Source: an optimization exercise on an open RTL-to-GDS flow (aim: small area). Production flows keep margins and buffers that such runs may drop. The RTL was checked by simulation tests, not by an equivalence proof against the original design.

==> pepper: inputs <==
## microbit_core
module microbit_core (
    input  wire        clk,
    input  wire        rst_n,        
    input  wire        cmd_valid,
    output wire        cmd_ready,
    input  wire [31:0] cmd_data,
    input  wire [3:0]  rd_addr,
    output reg  [31:0] rd_data,
    input  wire        tick,         
    input  wire        sample,       
    input  wire [1:0]  btn_raw,      
    output wire [4:0]  row_out,      
    output wire [4:0]  col_out       
);
    localparam [2:0] PH_IDLE = 3'd0, PH_ENTRY = 3'd1, PH_MAIN = 3'd2,
                     PH_PROGRAM = 3'd3, PH_CHECK = 3'd4;
    localparam [2:0] NONE = 3'd7;
    localparam [2:0] E_NONE = 3'd0, E_CLAIMED = 3'd1, E_ILLEGAL = 3'd3,
                     E_RANGE = 3'd4, E_NOTINIT = 3'd5, E_CSDEPTH = 3'd6;
    localparam [3:0] OP_NOP = 4'h0, OP_DISP_NEW = 4'h1, OP_SHOW = 4'h2,
                     OP_IMG_CLEAR = 4'h3, OP_IMG_WRITE = 4'h4, OP_IMG_READ = 4'h5,
                     OP_IMG_SHIFT = 4'h6, OP_BTN_NEW = 4'h7, OP_BTN_WAS = 4'h8,
                     OP_BTN_IS = 4'h9, OP_CS_ENTER = 4'hA, OP_CS_EXIT = 4'hB;
    reg [199:0] stage;           
    reg [2:0]   sk;
    reg [199:0] pending;
    reg [2:0]   pk;
    reg [199:0] active;
    reg [2:0]   ak;
    reg         disp_init;
    reg [2:0]   cur_row;         
    reg [4:0]   col_on;          
    reg [2:0]   trow;            
    reg [7:0]   tb;
    reg [3:0]   tsub;
    reg         irqf;            
    reg [2:0]   phase;
    reg [7:0]   cs_depth;
    reg [3:0]   sig0, sig1;
    reg [1:0]   latched;
    reg [31:0]  pc0, pc1;
    reg         sampler_run;
    reg         smp_pend;
    reg [3:0]   h_valid;
    reg [3:0]   h_btn;
    reg [127:0] hd;              
    reg [7:0]   result;
    reg [2:0]   status_err;
    wire irq       = irqf;
    reg  [8:0] cs_up, cs_dn;
    reg  [7:0] n_cs_depth;
    wire       cs_inc, cs_dec;
    integer ci;
    always @* begin
        cs_up[0] = 1'b1;
        cs_dn[0] = 1'b1;
        for (ci = 0; ci < 8; ci = ci + 1) begin
            cs_up[ci+1] = cs_up[ci] & cs_depth[ci];
            cs_dn[ci+1] = cs_dn[ci] & ~cs_depth[ci];
            n_cs_depth[ci] = cs_depth[ci] ^ ((cs_inc & cs_up[ci]) | (cs_dec & cs_dn[ci]));
        end
    end
    wire cs_zero   = cs_dn[8];
    wire cs_full   = cs_up[8];
    wire ph_idle   = (phase == PH_IDLE);
    wire seq_step  = ~ph_idle | (irq & cs_zero);
  ...
==> flow/config.mk <==
export PLATFORM = sky130hd
export DESIGN_NAME = microbit_core
export DESIGN_NICKNAME = microbit_core
export VERILOG_FILES = /design/flow/design.v
export SDC_FILE = /design/flow/constraint.sdc
export NUM_CORES = 8
export LEC_CHECK = 0
export CAP_MARGIN = 20
export CORE_MARGIN = 2
export CORE_UTILIZATION = 60
export PLACE_DENSITY = 0.7
export SLEW_MARGIN = 20
export SYNTH_HIERARCHICAL = 1
==> flow/constraint.sdc <==
create_clock -name core_clock -period 60.0 [get_ports {clk}]
set_input_delay 12.0000 -clock core_clock [delete_from_list [all_inputs] [get_ports {clk}]]
set_output_delay 12.0000 -clock core_clock [all_outputs]
set_load 0.01 [all_outputs]
standard.sh (not shown) runs the stock make flow with config.mk's settings and CLKGATE_MAP_FILE= SYNTH_SCRIPT=/design/flow/synth_recipe.tcl, a recipe that flattens the netlist after the stock synthesis.
==> flow/flow/run.sh <==
#!/bin/bash
set -euo pipefail
W=$(pwd)
rm -rf "$W/scripts_area"
cp -r "$FLOW_HOME/scripts" "$W/scripts_area"
cp "$W/flow/abc_area_map.script" "$W/scripts_area/abc_speed.script"
bash "$W/standard.sh" SCRIPTS_DIR="$W/scripts_area" \
  "BUFFER_PORTS_ARGS=-buffer_cell sky130_fd_sc_hd__buf_1" \
  "CTS_ARGS=-sink_clustering_enable -repair_clock_nets -dont_use_dummy_load -buf_list sky130_fd_sc_hd__clkbuf_4 -sink_clustering_size 8 -sink_clustering_max_diameter 40" \
  finish > "$W/flow_make.log" 2>&1
==> flow/flow/abc_area_map.script <==
&get -n
&st
&dch
&nf -R 1000 -p -F 8
&put
==> amber: changes against pepper <==
--- a/flow/design.v
+++ b/flow/design.v
@@ -1,24 +1,5 @@
-module mb_sched_row (
-    input  wire [39:0] bright,
-    input  wire [7:0]  tb,
-    input  wire [7:0]  tb1,       
-    output reg  [4:0]  gt,
-    output reg  [4:0]  eq
-);
-    integer c, i;
-    reg cy;
-    always @* begin
-        for (c = 0; c < 5; c = c + 1) begin
-            cy = 1'b0;
-            for (i = 0; i < 8; i = i + 1)
-                cy = (bright[8*c+i] & ~tb[i]) | (bright[8*c+i] & cy) | (~tb[i] & cy);
-            gt[c] = cy;
-            eq[c] = (bright[8*c +: 8] == tb1);
-        end
-    end
-endmodule
 module mb_ldh #(
     parameter integer W = 8
 ) (
     input  wire         en,
     input  wire         keep,
@@ -29,25 +10,10 @@
 );
     wire l = en & rst_n;
     wire h = ~en & keep & rst_n;
     assign y = ({W{l}} & d) | ({W{h}} & q);
 endmodule
-module mb_sel #(
-    parameter integer W = 8,
-    parameter integer N = 2
-) (
-    input  wire [N-1:0]   s,
-    input  wire [W*N-1:0] d,
-    output reg  [W-1:0]   y
-);
-    integer i;
-    always @* begin
-        y = {W{1'b0}};
-        for (i = 0; i < N; i = i + 1)
-            y = y | ({W{s[i]}} & d[W*i +: W]);
-    end
-endmodule
 module microbit_core (
     input  wire        clk,
     input  wire        rst_n,        
     input  wire        cmd_valid,
     output wire        cmd_ready,
@@ -80,10 +46,11 @@
     reg [4:0]   col_on;          
     reg [2:0]   trow;            
     reg [7:0]   tb;
     reg [3:0]   tsub;
     reg         irqf;            
+    reg         hit_cand;        
     reg [2:0]   phase;
     reg [7:0]   cs_depth;
     reg [3:0]   sig0, sig1;
     reg [1:0]   latched;
     reg [31:0]  pc0, pc1;
@@ -92,11 +59,11 @@
     reg [3:0]   h_valid;
     reg [3:0]   h_btn;
     reg [127:0] hd;              
     reg [7:0]   result;
     reg [2:0]   status_err;
-    wire irq       = irqf;
+    wire irq;
     reg  [8:0] cs_up, cs_dn;
     reg  [7:0] n_cs_depth;
     wire       cs_inc, cs_dec;
     integer ci;
     always @* begin
@@ -113,21 +80,33 @@
     wire ph_idle   = (phase == PH_IDLE);
     wire seq_step  = ~ph_idle | (irq & cs_zero);
     wire smp_step  = ~seq_step & smp_pend & cs_zero;
     assign cmd_ready = ~seq_step & ~smp_step;
     wire host_step = cmd_valid & cmd_ready;
-    wire do_main    = (phase == PH_MAIN);
-    wire do_program = (phase == PH_PROGRAM);
     wire do_entry   = (phase == PH_ENTRY);
     wire        pend_sel = (trow == 3'd0) & (cur_row != 3'd0);
-    wire [5:0]  row_sel = {pend_sel, trow == 3'd4, trow == 3'd3, trow == 3'd2,
-                           trow == 3'd1, (trow == 3'd0) & ~pend_sel};
-    wire [39:0] row_bright;
-    mb_sel #(.W(40), .N(6)) u_rowsel (.s(row_sel), .d({pending[39:0], active}), .y(row_bright));
+    wire [4:0]  row_sel = {trow == 3'd4, trow == 3'd3, trow == 3'd2,
+                           trow == 3'd1, trow == 3'd0};
+    reg  [39:0] row_bright;
+    integer ri;
+    always @* begin
+        row_bright = 40'd0;
+        for (ri = 0; ri < 5; ri = ri + 1)
+            row_bright = row_bright | ({40{row_sel[ri]}} & active[40*ri +: 40]);
+    end
     wire [7:0] tb1 = tb + 8'd1;
-    wire [4:0] gt, eq;
-    mb_sched_row u_row (.bright(row_bright), .tb(tb), .tb1(tb1), .gt(gt), .eq(eq));
+    reg [4:0] gt;
+    reg       gcy;
+    integer gc, gi;
+    always @* begin
+        for (gc = 0; gc < 5; gc = gc + 1) begin
+            gcy = 1'b0;
+            for (gi = 0; gi < 8; gi = gi + 1)
+                gcy = (row_bright[8*gc+gi] & ~tb[gi]) | (row_bright[8*gc+gi] & gcy) | (~tb[gi] & gcy);
+            gt[gc] = gcy;
+        end
+    end
     wire trans      = (cur_row != trow);
     wire on_due     = |(col_on & ~gt);           
     wire row_same   = (trow == cur_row);
     reg g14;
     always @* begin
@@ -138,11 +117,13 @@
             default: g14 = 1'b0;
         endcase
     end
     wire binc   = g14 ? (tsub == 4'd13) : (tsub == 4'd12);
     wire rowend = binc & (tb == 8'd254);
-    wire hit0   = binc & row_same & ~on_due & ((|(col_on & eq)) | (tb == 8'd254));
+    wire hit0_end  = binc & row_same & ~on_due & (tb == 8'd254);
+    wire hit_next  = binc & row_same & ~on_due & (tb != 8'd254);
+    assign irq = irqf | (hit_cand & on_due);
     wire hit1   = rowend & (trow == 3'd4);
     wire [3:0] c_op  = cmd_data[31:28];
     wire [3:0] c_a   = cmd_data[27:24];
     wire [3:0] c_b   = cmd_data[23:20];
     wire [7:0] c_imm = cmd_data[7:0];
@@ -234,26 +215,33 @@
     reg  [24:0] cell_sel;
     integer r, p;
     always @* begin
         for (r = 0; r < 5; r = r + 1)
             for (p = 0; p < 5; p = p + 1)
-                cell_sel[5*r+p] = (c_a[2:0] == r) & (c_pcol == p);
+                cell_sel[5*r+p] = ({29'd0, c_a[2:0]} == r) & ({29'd0, c_pcol} == p);
     end
-    wire [7:0] c_cell_val;
-    mb_sel #(.W(8), .N(25)) u_rdsel (.s(cell_sel), .d(stage), .y(c_cell_val));
-    wire [199:0] n_stage;
-    genvar gr, gp;
-    generate
-        for (gr = 0; gr < 5; gr = gr + 1) begin : g_sr
-            for (gp = 0; gp < 5; gp = gp + 1) begin : g_sp
-                mb_ldh #(.W(8)) u_st (
-                    .en(x_write & cell_sel[5*gr+gp]), .keep(~clr_col[gp]), .rst_n(rst_n),
-                    .d(c_imm), .q(stage[8*(5*gr+gp) +: 8]), .y(n_stage[8*(5*gr+gp) +: 8]));
+    reg [7:0] c_cell_val;
+    always @* begin
+        c_cell_val = 8'd0;
+        for (r = 0; r < 25; r = r + 1)
+            c_cell_val = c_cell_val | ({8{cell_sel[r]}} & stage[8*r +: 8]);
+    end
+    reg [199:0] n_stage;
+    reg         st_l, st_h;
+    wire        st_xw   = rst_n & x_write;
+    wire [4:0]  st_keep = {5{rst_n}} & ~clr_col;
+    always @* begin
+        for (r = 0; r < 5; r = r + 1)
+            for (p = 0; p < 5; p = p + 1) begin
+                st_l = st_xw & cell_sel[5*r+p];
+                st_h = st_keep[p] & ~st_l;
+                n_stage[8*(5*r+p) +: 8] = ({8{st_l}} & c_imm) | ({8{st_h}} & stage[8*(5*r+p) +: 8]);
             end
-        end
-    endgenerate
-    wire         act_ld    = seq_step & do_main & pend_sel;
+    end
+    wire tick_en = tick & (cur_row != NONE) & ~x_dispnew;
+    wire         trow_next0 = (tick_en & rowend) ? (trow == 3'd4) : (trow == 3'd0);
+    wire         act_ld    = seq_step & do_entry & trow_next0 & (cur_row != 3'd0);
     wire [199:0] n_pending, n_active;
     genvar gw;
     generate
         for (gw = 0; gw < 5; gw = gw + 1) begin : g_pa
             mb_ldh #(.W(40)) u_pend (.en(x_show), .keep(1'b1), .rst_n(rst_n),
@@ -295,11 +283,10 @@
             assign h_nz[gh] = ~z31 | hq[31];
             mb_ldh #(.W(32)) u_hd (.en(inc), .keep(~clr), .rst_n(rst_n),
                 .d({hq[30:0], hfb}), .q(hq), .y(n_hd[32*gh +: 32]));
         end
     endgenerate
-    wire tick_en = tick & (cur_row != NONE) & ~x_dispnew;
     always @(posedge clk) begin
         stage   <= n_stage;
         pending <= n_pending;
         active  <= n_active;
         pc0     <= n_pc0;
@@ -316,10 +303,11 @@
             col_on      <= 5'd0;
             trow        <= 3'd0;
             tb          <= 8'd0;
             tsub        <= 4'd0;
             irqf        <= 1'b0;
+            hit_cand    <= 1'b0;
             phase       <= PH_IDLE;
             cs_depth    <= 8'd0;
             sig0        <= 4'd0;
             sig1        <= 4'd0;
             latched     <= 2'd0;
@@ -380,14 +368,14 @@
             if (x_btnwas & c_hnz)
                 result <= 8'd1;
             if (x_btnis)
                 result <= {7'd0, btn_raw[c_hbtn]};
             cs_depth <= n_cs_depth;
-            if (seq_step & do_entry)
-                irqf <= 1'b0;
-            if (x_dispnew | (tick_en & (hit0 | hit1)))
+            irqf     <= irq & ~(seq_step & do_entry);
+            if (x_dispnew | (tick_en & (hit0_end | hit1)))
                 irqf <= 1'b1;
+            hit_cand <= tick_en & hit_next;
             if (x_dispnew) begin
                 trow <= 3'd0;
                 tb   <= 8'd0;
                 tsub <= 4'd0;
             end else if (tick_en) begin
==> flow/flow/run.sh (replaced) <==
#!/bin/bash
set -euo pipefail
W=$(pwd)
rm -rf "$W/scripts_area"
cp -r "$FLOW_HOME/scripts" "$W/scripts_area"
cp "$W/flow/abc_area_map.script" "$W/scripts_area/abc_speed.script"
bash "$W/standard.sh" SCRIPTS_DIR="$W/scripts_area" \
  "BUFFER_PORTS_ARGS=-buffer_cell sky130_fd_sc_hd__buf_1" \
  "CTS_ARGS=-sink_clustering_enable -repair_clock_nets -dont_use_dummy_load -buf_list sky130_fd_sc_hd__clkbuf_4 -sink_clustering_size 9 -sink_clustering_max_diameter 40" \
  finish > "$W/flow_make.log" 2>&1
==> flow/config.mk (replaced) <==
export PLATFORM = sky130hd
export DESIGN_NAME = microbit_core
export DESIGN_NICKNAME = microbit_core
export VERILOG_FILES = /design/flow/design.v
export SDC_FILE = /design/flow/constraint.sdc
export NUM_CORES = 8
export LEC_CHECK = 0
export CAP_MARGIN = 20
export CORE_MARGIN = 2
export CORE_UTILIZATION = 75
export PLACE_DENSITY = 0.85
export SLEW_MARGIN = 20
==> cedar: changes against pepper <==
--- a/flow/design.v
+++ b/flow/design.v
@@ -1,24 +1,5 @@
-module mb_sched_row (
-    input  wire [39:0] bright,
-    input  wire [7:0]  tb,
-    input  wire [7:0]  tb1,       
-    output reg  [4:0]  gt,
-    output reg  [4:0]  eq
-);
-    integer c, i;
-    reg cy;
-    always @* begin
-        for (c = 0; c < 5; c = c + 1) begin
-            cy = 1'b0;
-            for (i = 0; i < 8; i = i + 1)
-                cy = (bright[8*c+i] & ~tb[i]) | (bright[8*c+i] & cy) | (~tb[i] & cy);
-            gt[c] = cy;
-            eq[c] = (bright[8*c +: 8] == tb1);
-        end
-    end
-endmodule
 module mb_ldh #(
     parameter integer W = 8
 ) (
     input  wire         en,
     input  wire         keep,
@@ -29,25 +10,10 @@
 );
     wire l = en & rst_n;
     wire h = ~en & keep & rst_n;
     assign y = ({W{l}} & d) | ({W{h}} & q);
 endmodule
-module mb_sel #(
-    parameter integer W = 8,
-    parameter integer N = 2
-) (
-    input  wire [N-1:0]   s,
-    input  wire [W*N-1:0] d,
-    output reg  [W-1:0]   y
-);
-    integer i;
-    always @* begin
-        y = {W{1'b0}};
-        for (i = 0; i < N; i = i + 1)
-            y = y | ({W{s[i]}} & d[W*i +: W]);
-    end
-endmodule
 module microbit_core (
     input  wire        clk,
     input  wire        rst_n,        
     input  wire        cmd_valid,
     output wire        cmd_ready,
@@ -80,10 +46,11 @@
     reg [4:0]   col_on;          
     reg [2:0]   trow;            
     reg [7:0]   tb;
     reg [3:0]   tsub;
     reg         irqf;            
+    reg         hit_cand;        
     reg [2:0]   phase;
     reg [7:0]   cs_depth;
     reg [3:0]   sig0, sig1;
     reg [1:0]   latched;
     reg [31:0]  pc0, pc1;
@@ -92,11 +59,11 @@
     reg [3:0]   h_valid;
     reg [3:0]   h_btn;
     reg [127:0] hd;              
     reg [7:0]   result;
     reg [2:0]   status_err;
-    wire irq       = irqf;
+    wire irq;
     reg  [8:0] cs_up, cs_dn;
     reg  [7:0] n_cs_depth;
     wire       cs_inc, cs_dec;
     integer ci;
     always @* begin
@@ -117,17 +84,31 @@
     wire host_step = cmd_valid & cmd_ready;
     wire do_main    = (phase == PH_MAIN);
     wire do_program = (phase == PH_PROGRAM);
     wire do_entry   = (phase == PH_ENTRY);
     wire        pend_sel = (trow == 3'd0) & (cur_row != 3'd0);
-    wire [5:0]  row_sel = {pend_sel, trow == 3'd4, trow == 3'd3, trow == 3'd2,
-                           trow == 3'd1, (trow == 3'd0) & ~pend_sel};
-    wire [39:0] row_bright;
-    mb_sel #(.W(40), .N(6)) u_rowsel (.s(row_sel), .d({pending[39:0], active}), .y(row_bright));
+    wire [4:0]  row_sel = {trow == 3'd4, trow == 3'd3, trow == 3'd2,
+                           trow == 3'd1, trow == 3'd0};
+    reg  [39:0] row_bright;
+    integer ri;
+    always @* begin
+        row_bright = 40'd0;
+        for (ri = 0; ri < 5; ri = ri + 1)
+            row_bright = row_bright | ({40{row_sel[ri]}} & active[40*ri +: 40]);
+    end
     wire [7:0] tb1 = tb + 8'd1;
-    wire [4:0] gt, eq;
-    mb_sched_row u_row (.bright(row_bright), .tb(tb), .tb1(tb1), .gt(gt), .eq(eq));
+    reg [4:0] gt;
+    reg       gcy;
+    integer gc, gi;
+    always @* begin
+        for (gc = 0; gc < 5; gc = gc + 1) begin
+            gcy = 1'b0;
+            for (gi = 0; gi < 8; gi = gi + 1)
+                gcy = (row_bright[8*gc+gi] & ~tb[gi]) | (row_bright[8*gc+gi] & gcy) | (~tb[gi] & gcy);
+            gt[gc] = gcy;
+        end
+    end
     wire trans      = (cur_row != trow);
     wire on_due     = |(col_on & ~gt);           
     wire row_same   = (trow == cur_row);
     reg g14;
     always @* begin
@@ -138,11 +119,13 @@
             default: g14 = 1'b0;
         endcase
     end
     wire binc   = g14 ? (tsub == 4'd13) : (tsub == 4'd12);
     wire rowend = binc & (tb == 8'd254);
-    wire hit0   = binc & row_same & ~on_due & ((|(col_on & eq)) | (tb == 8'd254));
+    wire hit0_end  = binc & row_same & ~on_due & (tb == 8'd254);
+    wire hit_next  = binc & row_same & ~on_due & (tb != 8'd254);
+    assign irq = irqf | (hit_cand & on_due);
     wire hit1   = rowend & (trow == 3'd4);
     wire [3:0] c_op  = cmd_data[31:28];
     wire [3:0] c_a   = cmd_data[27:24];
     wire [3:0] c_b   = cmd_data[23:20];
     wire [7:0] c_imm = cmd_data[7:0];
@@ -236,24 +219,31 @@
     always @* begin
         for (r = 0; r < 5; r = r + 1)
             for (p = 0; p < 5; p = p + 1)
                 cell_sel[5*r+p] = (c_a[2:0] == r) & (c_pcol == p);
     end
-    wire [7:0] c_cell_val;
-    mb_sel #(.W(8), .N(25)) u_rdsel (.s(cell_sel), .d(stage), .y(c_cell_val));
-    wire [199:0] n_stage;
-    genvar gr, gp;
-    generate
-        for (gr = 0; gr < 5; gr = gr + 1) begin : g_sr
-            for (gp = 0; gp < 5; gp = gp + 1) begin : g_sp
-                mb_ldh #(.W(8)) u_st (
-                    .en(x_write & cell_sel[5*gr+gp]), .keep(~clr_col[gp]), .rst_n(rst_n),
-                    .d(c_imm), .q(stage[8*(5*gr+gp) +: 8]), .y(n_stage[8*(5*gr+gp) +: 8]));
+    reg [7:0] c_cell_val;
+    always @* begin
+        c_cell_val = 8'd0;
+        for (r = 0; r < 25; r = r + 1)
+            c_cell_val = c_cell_val | ({8{cell_sel[r]}} & stage[8*r +: 8]);
+    end
+    reg [199:0] n_stage;
+    reg         st_l, st_h;
+    wire        st_xw   = rst_n & x_write;
+    wire [4:0]  st_keep = {5{rst_n}} & ~clr_col;
+    always @* begin
+        for (r = 0; r < 5; r = r + 1)
+            for (p = 0; p < 5; p = p + 1) begin
+                st_l = st_xw & cell_sel[5*r+p];
+                st_h = st_keep[p] & ~st_l;
+                n_stage[8*(5*r+p) +: 8] = ({8{st_l}} & c_imm) | ({8{st_h}} & stage[8*(5*r+p) +: 8]);
             end
-        end
-    endgenerate
-    wire         act_ld    = seq_step & do_main & pend_sel;
+    end
+    wire tick_en = tick & (cur_row != NONE) & ~x_dispnew;
+    wire         trow_next0 = (tick_en & rowend) ? (trow == 3'd4) : (trow == 3'd0);
+    wire         act_ld    = seq_step & do_entry & trow_next0 & (cur_row != 3'd0);
     wire [199:0] n_pending, n_active;
     genvar gw;
     generate
         for (gw = 0; gw < 5; gw = gw + 1) begin : g_pa
             mb_ldh #(.W(40)) u_pend (.en(x_show), .keep(1'b1), .rst_n(rst_n),
@@ -295,11 +285,10 @@
             assign h_nz[gh] = ~z31 | hq[31];
             mb_ldh #(.W(32)) u_hd (.en(inc), .keep(~clr), .rst_n(rst_n),
                 .d({hq[30:0], hfb}), .q(hq), .y(n_hd[32*gh +: 32]));
         end
     endgenerate
-    wire tick_en = tick & (cur_row != NONE) & ~x_dispnew;
     always @(posedge clk) begin
         stage   <= n_stage;
         pending <= n_pending;
         active  <= n_active;
         pc0     <= n_pc0;
@@ -316,10 +305,11 @@
             col_on      <= 5'd0;
             trow        <= 3'd0;
             tb          <= 8'd0;
             tsub        <= 4'd0;
             irqf        <= 1'b0;
+            hit_cand    <= 1'b0;
             phase       <= PH_IDLE;
             cs_depth    <= 8'd0;
             sig0        <= 4'd0;
             sig1        <= 4'd0;
             latched     <= 2'd0;
@@ -380,14 +370,14 @@
             if (x_btnwas & c_hnz)
                 result <= 8'd1;
             if (x_btnis)
                 result <= {7'd0, btn_raw[c_hbtn]};
             cs_depth <= n_cs_depth;
-            if (seq_step & do_entry)
-                irqf <= 1'b0;
-            if (x_dispnew | (tick_en & (hit0 | hit1)))
+            irqf     <= irq & ~(seq_step & do_entry);
+            if (x_dispnew | (tick_en & (hit0_end | hit1)))
                 irqf <= 1'b1;
+            hit_cand <= tick_en & hit_next;
             if (x_dispnew) begin
                 trow <= 3'd0;
                 tb   <= 8'd0;
                 tsub <= 4'd0;
             end else if (tick_en) begin
--- a/flow/config.mk
+++ b/flow/config.mk
@@ -8,6 +8,5 @@
 export CAP_MARGIN = 20
 export CORE_MARGIN = 2
 export CORE_UTILIZATION = 60
 export PLACE_DENSITY = 0.7
 export SLEW_MARGIN = 20
-export SYNTH_HIERARCHICAL = 1
==> qor summary <==
|  | amber | cedar | pepper |
|---|---|---|---|
| Upper clock frequency limit | 0.0390 GHz | 0.0386 GHz | 0.0389 GHz |
| Worst VDD drop | 0.0000199 V | 0.0000187 V | 0.0000188 V |
| Non-clock buffer count in the final layout | 133 | 141 | 136 |
| Clock transition at the registers of the reported paths | 90 ps | 80 ps | 90 ps |
| Largest net degree at the start of global routing | 201 | 204 | 100 |
| Std cell rows | 75 | 84 | 85 |
| Netlist Area Pre-Place | 31800 µm² | 31800 µm² | 33000 µm² |
| Number of antenna violations at the first check in global routing | 3 | 2 | 3 |
| End of the worst register-to-register path | active[17] | active[21] | pc0[30] |
| Post-Synth Adder-Cell Area | 4.05% | 4.05% | 4.86% |
| Met3 Usage GRT | 10.8% | 7.87% | 9.11% |
| Status | timing/DRC/antenna clean | timing/DRC/antenna clean | timing/DRC/antenna clean |
| Area of the multi-input gates | 14400 µm² | 14400 µm² | 15500 µm² |
| Die area | 44100 µm² | 54900 µm² | 56900 µm² |
| Period minus WS final | 25630 ps | 25920 ps | 25690 ps |
| Flip-flop and latch count | 869 | 869 | 868 |
| Area of all placed cells without fillers | 34200 µm² | 34600 µm² | 35700 µm² |
| Inserted Clock Buffers | 110 | 134 | 136 |
| GR Util met1 | 54.4% | 47.5% | 49.2% |
| Placeable core region | 41900 µm² | 52600 µm² | 54100 µm² |
| Critical hold path startpoint | pending[53] | pending[18] | pending[126] |

-- static timing again, ports no longer ideal --
The results above use ideal ports. As a check the final layouts listed here were re-extracted and re-timed, cells and wires unchanged.
Step 1, drivers: a clkbuf_16 drives clk and a buf_2 each remaining input, both assumed.
Step 2 adds t to the input delays and takes it off the output delays; t is the mean of the earliest and latest rising clock arrival at the registers after step 1. Input paths then give back, and output paths get back, about the clock's delay inside the block.
Slacks: ideal / step 1 / step 2; pairs: ideal / step 1.
run | t, ns | setup WS [ns] | latest minus earliest clock arrival (ns)
pepper | 1.060 | 34.312 / 34.292 / 34.292 | 0.090 / 0.090
amber | 0.938 | 34.369 / 34.342 / 34.342 | 0.134 / 0.134
cedar | 1.030 | 34.076 / 34.051 / 34.051 | 0.095 / 0.095
After both steps setup and hold are still met in every run listed. For amber, which loses most, drivers alone change the setup slack by -0.027 ns; drivers and shift together by -0.027 ns.
